Source: an optimization exercise on an open RTL-to-GDS flow (aim: small area, a short achievable clock period and few clock cycles per item). Production flows keep margins and buffers that such runs may drop. The RTL was checked by simulation tests, not by an equivalence proof against the original design.

==> inputs of run M <==
## env_gen
module env_gen (
    input  wire        clk,
    input  wire        rst,
    input  wire        cmd_valid,
    output wire        cmd_ready,
    input  wire [1:0]  cmd_op,
    input  wire [95:0] cmd_data,
    output wire        g_valid,
    input  wire        g_ready,
    output wire [31:0] gain
);
clock: 18.5 ns
lec_check: 0
cap_margin: 60
core_margin: 2
core_utilization: 50
slew_margin: 60
synth_hierarchical: 1
run.sh (not shown) runs the stock make flow with config.mk's settings and CLKGATE_MAP_FILE= SYNTH_SCRIPT=/design/flow/synth_recipe.tcl, a recipe that flattens the netlist after the stock synthesis.
==> run K: changes against run M <==
==> flow/config.mk (replaced) <==
export PLATFORM = sky130hd
export DESIGN_NAME = env_gen
export DESIGN_NICKNAME = env_gen
export VERILOG_FILES = /design/flow/design.v
export SDC_FILE = /design/flow/constraint.sdc
export NUM_CORES = 4
export LEC_CHECK = 0
export CAP_MARGIN = 20
export CORE_MARGIN = 2
export CORE_UTILIZATION = 40
export SLEW_MARGIN = 20
export SYNTH_HIERARCHICAL = 1
==> run F: changes against run M <==
--- a/flow/design.v
+++ b/flow/design.v
@@ -13,50 +13,54 @@
     wire [29:0] p2 = a[23:0] * b[17:12];
     wire [29:0] p1 = a[23:0] * b[11:6];
     wire [29:0] p0 = a[23:0] * b[5:0];
     assign o = {sp, sn, sy, zr, er0, p3, p2, p1, p0};
 endmodule
 module fp32_mul_b (
     input  wire [134:0] i,
-    output wire [40:0]  o
+    output wire [44:0]  o
 );
     wire [3:0]  hdr = i[134:131];
     wire [10:0] er0 = i[130:120];
     wire [29:0] p3 = i[119:90];
     wire [29:0] p2 = i[89:60];
     wire [29:0] p1 = i[59:30];
     wire [29:0] p0 = i[29:0];
     wire [47:0] p = {p3, 18'd0} + {6'd0, p2, 12'd0} + {12'd0, p1, 6'd0} + {18'd0, p0};
     wire [24:0] sg = p[47] ? p[47:23] : p[46:22];
     wire        st = p[47] ? (|p[22:0]) : (|p[21:0]);
     wire [10:0] er = p[47] ? er0 : (er0 - 11'd1);
-    assign o = {hdr, er, sg, st};
+    wire signed [10:0] ers = er;
+    wire signed [10:0] shs = 11'sd1 - ers;
+    wire        neg = (ers < 11'sd1);
+    wire [4:0]  sh  = neg ? ((shs > 11'sd26) ? 5'd26 : shs[4:0]) : 5'd0;
+    wire        big = (ers >= 11'sd255);
+    assign o = {hdr, neg, big, sh, er[7:0], sg, st};
 endmodule
 module fp32_mul_c (
-    input  wire [40:0] i,
+    input  wire [44:0] i,
     output reg  [31:0] y
 );
-    wire sp = i[40], sn = i[39], sy = i[38], zr = i[37];
-    wire signed [10:0] er = i[36:26];
+    wire sp = i[44], sn = i[43], sy = i[42], zr = i[41];
+    wire        neg = i[40], big = i[39];
+    wire [4:0]  sh  = i[38:34];
+    wire [7:0]  er  = i[33:26];
     wire [24:0] sg = i[25:1];
     wire        st = i[0];
-    wire        neg = (er < 11'sd1);
-    wire signed [10:0] shs = 11'sd1 - er;
-    wire [4:0]  sh  = neg ? ((shs > 11'sd26) ? 5'd26 : shs[4:0]) : 5'd0;
     wire [24:0] ss  = sg >> sh;
     wire        lost = |(sg & ~(25'h1FF_FFFF << sh));
     wire [7:0]  efield = neg ? 8'd0 : er[7:0];
     wire        rup = ss[0] & (st | lost | ss[1]);
     wire [30:0] magr = {efield, ss[23:1]} + {30'd0, rup};
     always @* begin
         if (sp)
             y = sn ? 32'h7FC0_0000 : {sy, 8'hFF, 23'd0};
         else if (zr)
             y = {sy, 31'd0};
-        else if (er >= 11'sd255)
+        else if (big)
             y = {sy, 8'hFF, 23'd0};
         else
             y = {sy, magr};
     end
 endmodule
 module fp32_add_a (
     input  wire [31:0] a,
@@ -354,17 +358,17 @@
     localparam integer S_T1  = S_D0 + ND;  
     localparam integer S_A1  = S_T1 + 1;   
     localparam integer S_A4  = S_T1 + 4;
     localparam integer S_M1  = S_T1 + 5;   
     localparam integer S_M2  = S_T1 + 6;
     localparam integer S_M3  = S_T1 + 7;
     localparam integer S_U1  = S_T1 + 8;   
-    localparam integer S_U4  = S_T1 + 11;
-    localparam integer NS    = S_U4 + 1;
-    localparam integer W     = S_U4 - S_A4 + 1;
+    localparam integer S_U3  = S_T1 + 10;
+    localparam integer NS    = S_U3 + 1;
+    localparam integer W     = S_U3 - S_A4 + 1;
     reg [31:0] cA;
     reg [22:0] nAs, nRs;              
     reg [9:0]  nAe, nRe;              
     reg [36:0] nDS;                   
     reg [31:0] held, off;             
     reg [31:0] held_t;                
     reg [31:0] held_c, off_c;         
@@ -424,16 +428,29 @@
     end
     wire [36:0] uA, uR, uD;
     fp_unpk u_unA (.x(bd[31:0]),  .u(uA));
     fp_unpk u_unR (.x(bd[63:32]), .u(uR));
     fp_unpk u_unD (.x(bd[95:64]), .u(uD));
     wire [31:0] held_inc, held_t_inc, held_c_inc;
     fp_inc1 u_inc0 (.h(held),   .y(held_inc));
-    fp_inc1 u_inc1 (.h(held_t), .y(held_t_inc));
-    fp_inc1 u_inc2 (.h(held_c), .y(held_c_inc));
+    fp_inc1g u_inc1 (.h(held_t), .h1(h1), .y(held_t_inc));
+    fp_inc1g u_inc2 (.h(held_c), .h1(h1), .y(held_c_inc));
+    reg [31:0] h1;
+    reg        h1cap;
+    always @(posedge clk) begin
+        if (rst) begin
+            h1 <= ONE; h1cap <= 1'b0;
+        end else begin
+            h1cap <= consume && bop == 2'd2;
+            if (h1cap)
+                h1 <= held_inc;
+            else if (consume && bop[0])
+                h1 <= ONE;
+        end
+    end
     always @(posedge clk) begin
         if (rst) begin
             bv   <= 1'b0;
             cA   <= 32'h4596_0000;            
             nAs  <= 23'h16_0000;
             nAe  <= 10'd139;
             nRs  <= 23'h3B_8000;              
@@ -599,31 +616,30 @@
     wire [134:0] m1_n;
     fp32_mul_a u_m1 (.a(mla), .b(a4), .o(m1_n));
     reg [134:0] m1;
     reg [31:0]  m1_x, m2_x, m3_x, m3_p;
     always @(posedge clk) begin
         m1 <= m1_n; m1_x <= a4_x;
     end
-    wire [40:0] m2_n;
+    wire [44:0] m2_n;
     fp32_mul_b u_m2 (.i(m1), .o(m2_n));
-    reg [40:0] m2;
+    reg [44:0] m2;
     always @(posedge clk) begin
         m2 <= m2_n; m2_x <= m1_x;
     end
     wire [31:0] m3_n;
     fp32_mul_c u_m3 (.i(m2), .y(m3_n));
     always @(posedge clk) begin
         m3_p <= m3_n;
-        m3_x <= (ty[S_M2] != T_OFF) ? m2_x
-              : ((m3_n[31] && m3_n[30:0] != 31'd0 && !(m3_n[30:23] == 8'hFF && m3_n[22:0] != 23'd0)) ? 32'd0 : m3_n);
+        m3_x <= ty[S_M2][0] ? m3_n : m2_x;
     end
     wire [66:0] u1_n;
     fp32_add_a u_u1 (.a(m3_p), .b(ONE), .o(u1_n));
     reg [66:0] u1;
-    reg [31:0] u1_x, u2_x, u3_x, u4_x, u4_r;
+    reg [31:0] u1_x, u2_x, u3_x;
     always @(posedge clk) begin
         u1 <= u1_n; u1_x <= m3_x;
     end
     wire [40:0] u2_n;
     fp32_add_b u_u2 (.i(u1), .o(u2_n));
     reg [40:0] u2;
     always @(posedge clk) begin
@@ -631,20 +647,17 @@
     end
     wire [41:0] u3_n;
     fp32_add_c1p u_u3 (.i(u2), .o(u3_n));
     reg [41:0] u3;
     always @(posedge clk) begin
         u3 <= u3_n; u3_x <= u2_x;
     end
-    wire [31:0] u4_n;
-    fp32_add_c2p u_u4 (.i(u3), .y(u4_n));
-    always @(posedge clk) begin
-        u4_r <= u4_n; u4_x <= u3_x;
-    end
-    env_t6 u_t6 (.r(u4_r), .x(u4_x), .is_off(ty[NS-1][0]), .y(out6), .m(m6));
+    wire [31:0] u4_r;
+    fp32_add_c2p u_u4 (.i(u3), .y(u4_r));
+    env_t6 u_t6 (.r(u4_r), .x(u3_x), .is_off(ty[NS-1][0]), .y(out6), .m(m6));
     always @(posedge clk) begin
         if (rst)
             mu <= {1'b1, 36'd0};
         else if (consume && bop[0])       
             mu <= {1'b1, 36'd0};
         else if (arr && ty[NS-1] != T_OFF)
             mu <= m6;
@@ -673,14 +686,38 @@
         else if (e <= 8'd150)
             y = !s[24] ? {1'b0, e, s[22:0]}
               : ((s[0] & s[1]) ? {1'b0, e + 8'd1, s2[23:1]} : {1'b0, e + 8'd1, s[23:1]});
         else if (e == 8'd151)
             y = {1'b0, hc};
         else
             y = h;
+    end
+endmodule
+module fp_inc1g (
+    input  wire [31:0] h,
+    input  wire [31:0] h1,
+    output reg  [31:0] y
+);
+    wire [7:0]  e  = h[30:23];
+    wire [23:0] hm = {1'b1, h[22:0]};
+    wire [4:0]  j  = 5'd31 & (8'd150 - e);
+    wire [24:0] oh = 25'd1 << j;
+    wire [24:0] s  = {1'b0, hm} + oh;
+    wire [24:0] s2 = {1'b0, hm} + oh + 25'd2;
+    wire [30:0] hc = h[30:0] + {30'd0, h[0]};
+    always @* begin
+        if (e < 8'd127)
+            y = h1;
+        else if (e <= 8'd150)
+            y = !s[24] ? {1'b0, e, s[22:0]}
+              : ((s[0] & s[1]) ? {1'b0, e + 8'd1, s2[23:1]} : {1'b0, e + 8'd1, s[23:1]});
+        else if (e == 8'd151)
+            y = {1'b0, hc};
+        else
+            y = h;
     end
 endmodule
 module fp_unpk (
     input  wire [31:0] x,
     output wire [36:0] u
 );
     reg [4:0] lz;
==> flow/config.mk (replaced) <==
export PLATFORM = sky130hd
export DESIGN_NAME = env_gen
export DESIGN_NICKNAME = env_gen
export VERILOG_FILES = /design/flow/design.v
export SDC_FILE = /design/flow/constraint.sdc
export NUM_CORES = 4
export LEC_CHECK = 0
export CAP_MARGIN = 70
export CORE_MARGIN = 2
export CORE_UTILIZATION = 60
export SLEW_MARGIN = 70
export SYNTH_HIERARCHICAL = 1
==> run notes <==
Via count: run F < run K < run M. Clock skew, highest first: run M, run F, run K. In flip-flop and latch count, run M and run K do not differ. Between run M and run K, the lower first-iteration DRC count is in run M (gap about 0.65%, measured against run K). Critical path depth: run F is lower than run K (14). In synthesized cell count, run M and run K do not differ. Cell count: run M is larger than run F (6.7%).
Testbench counts of run M, summed over its fixed seeds: cycles 2,394, items 2,048.
Testbench counts of run K, summed over its fixed seeds: cycles 2,394, items 2,048.
Testbench counts of run F, summed over its fixed seeds: cycles 2,372, items 2,048.

[port drivers added, routing unchanged]
The flow's constraints put no driver on any port. The routed layouts listed below were extracted and timed again, unchanged, in two steps.
Step 1, drivers: a clkbuf_16 drives clk and a buf_2 each remaining input, both assumed.
Step 2 adds t to the input delays and takes it off the output delays; t is the mean of the earliest and latest rising clock arrival at the registers after step 1. Input paths then give back, and output paths get back, about the clock's delay inside the block.
Slacks: ideal ports / drivers / drivers and shift; pairs: ideal ports / drivers.
run	t, ns	slack for setup (ns)	slew at the worst register clock pin (ns)
run M	1.022	10.787 / 10.787 / 10.787	0.07 / 0.07
run K	1.055	9.301 / 9.301 / 9.301	0.07 / 0.07
run F	1.036	11.126 / 11.013 / 11.508	0.08 / 0.08
After both steps every run listed still meets setup and hold.
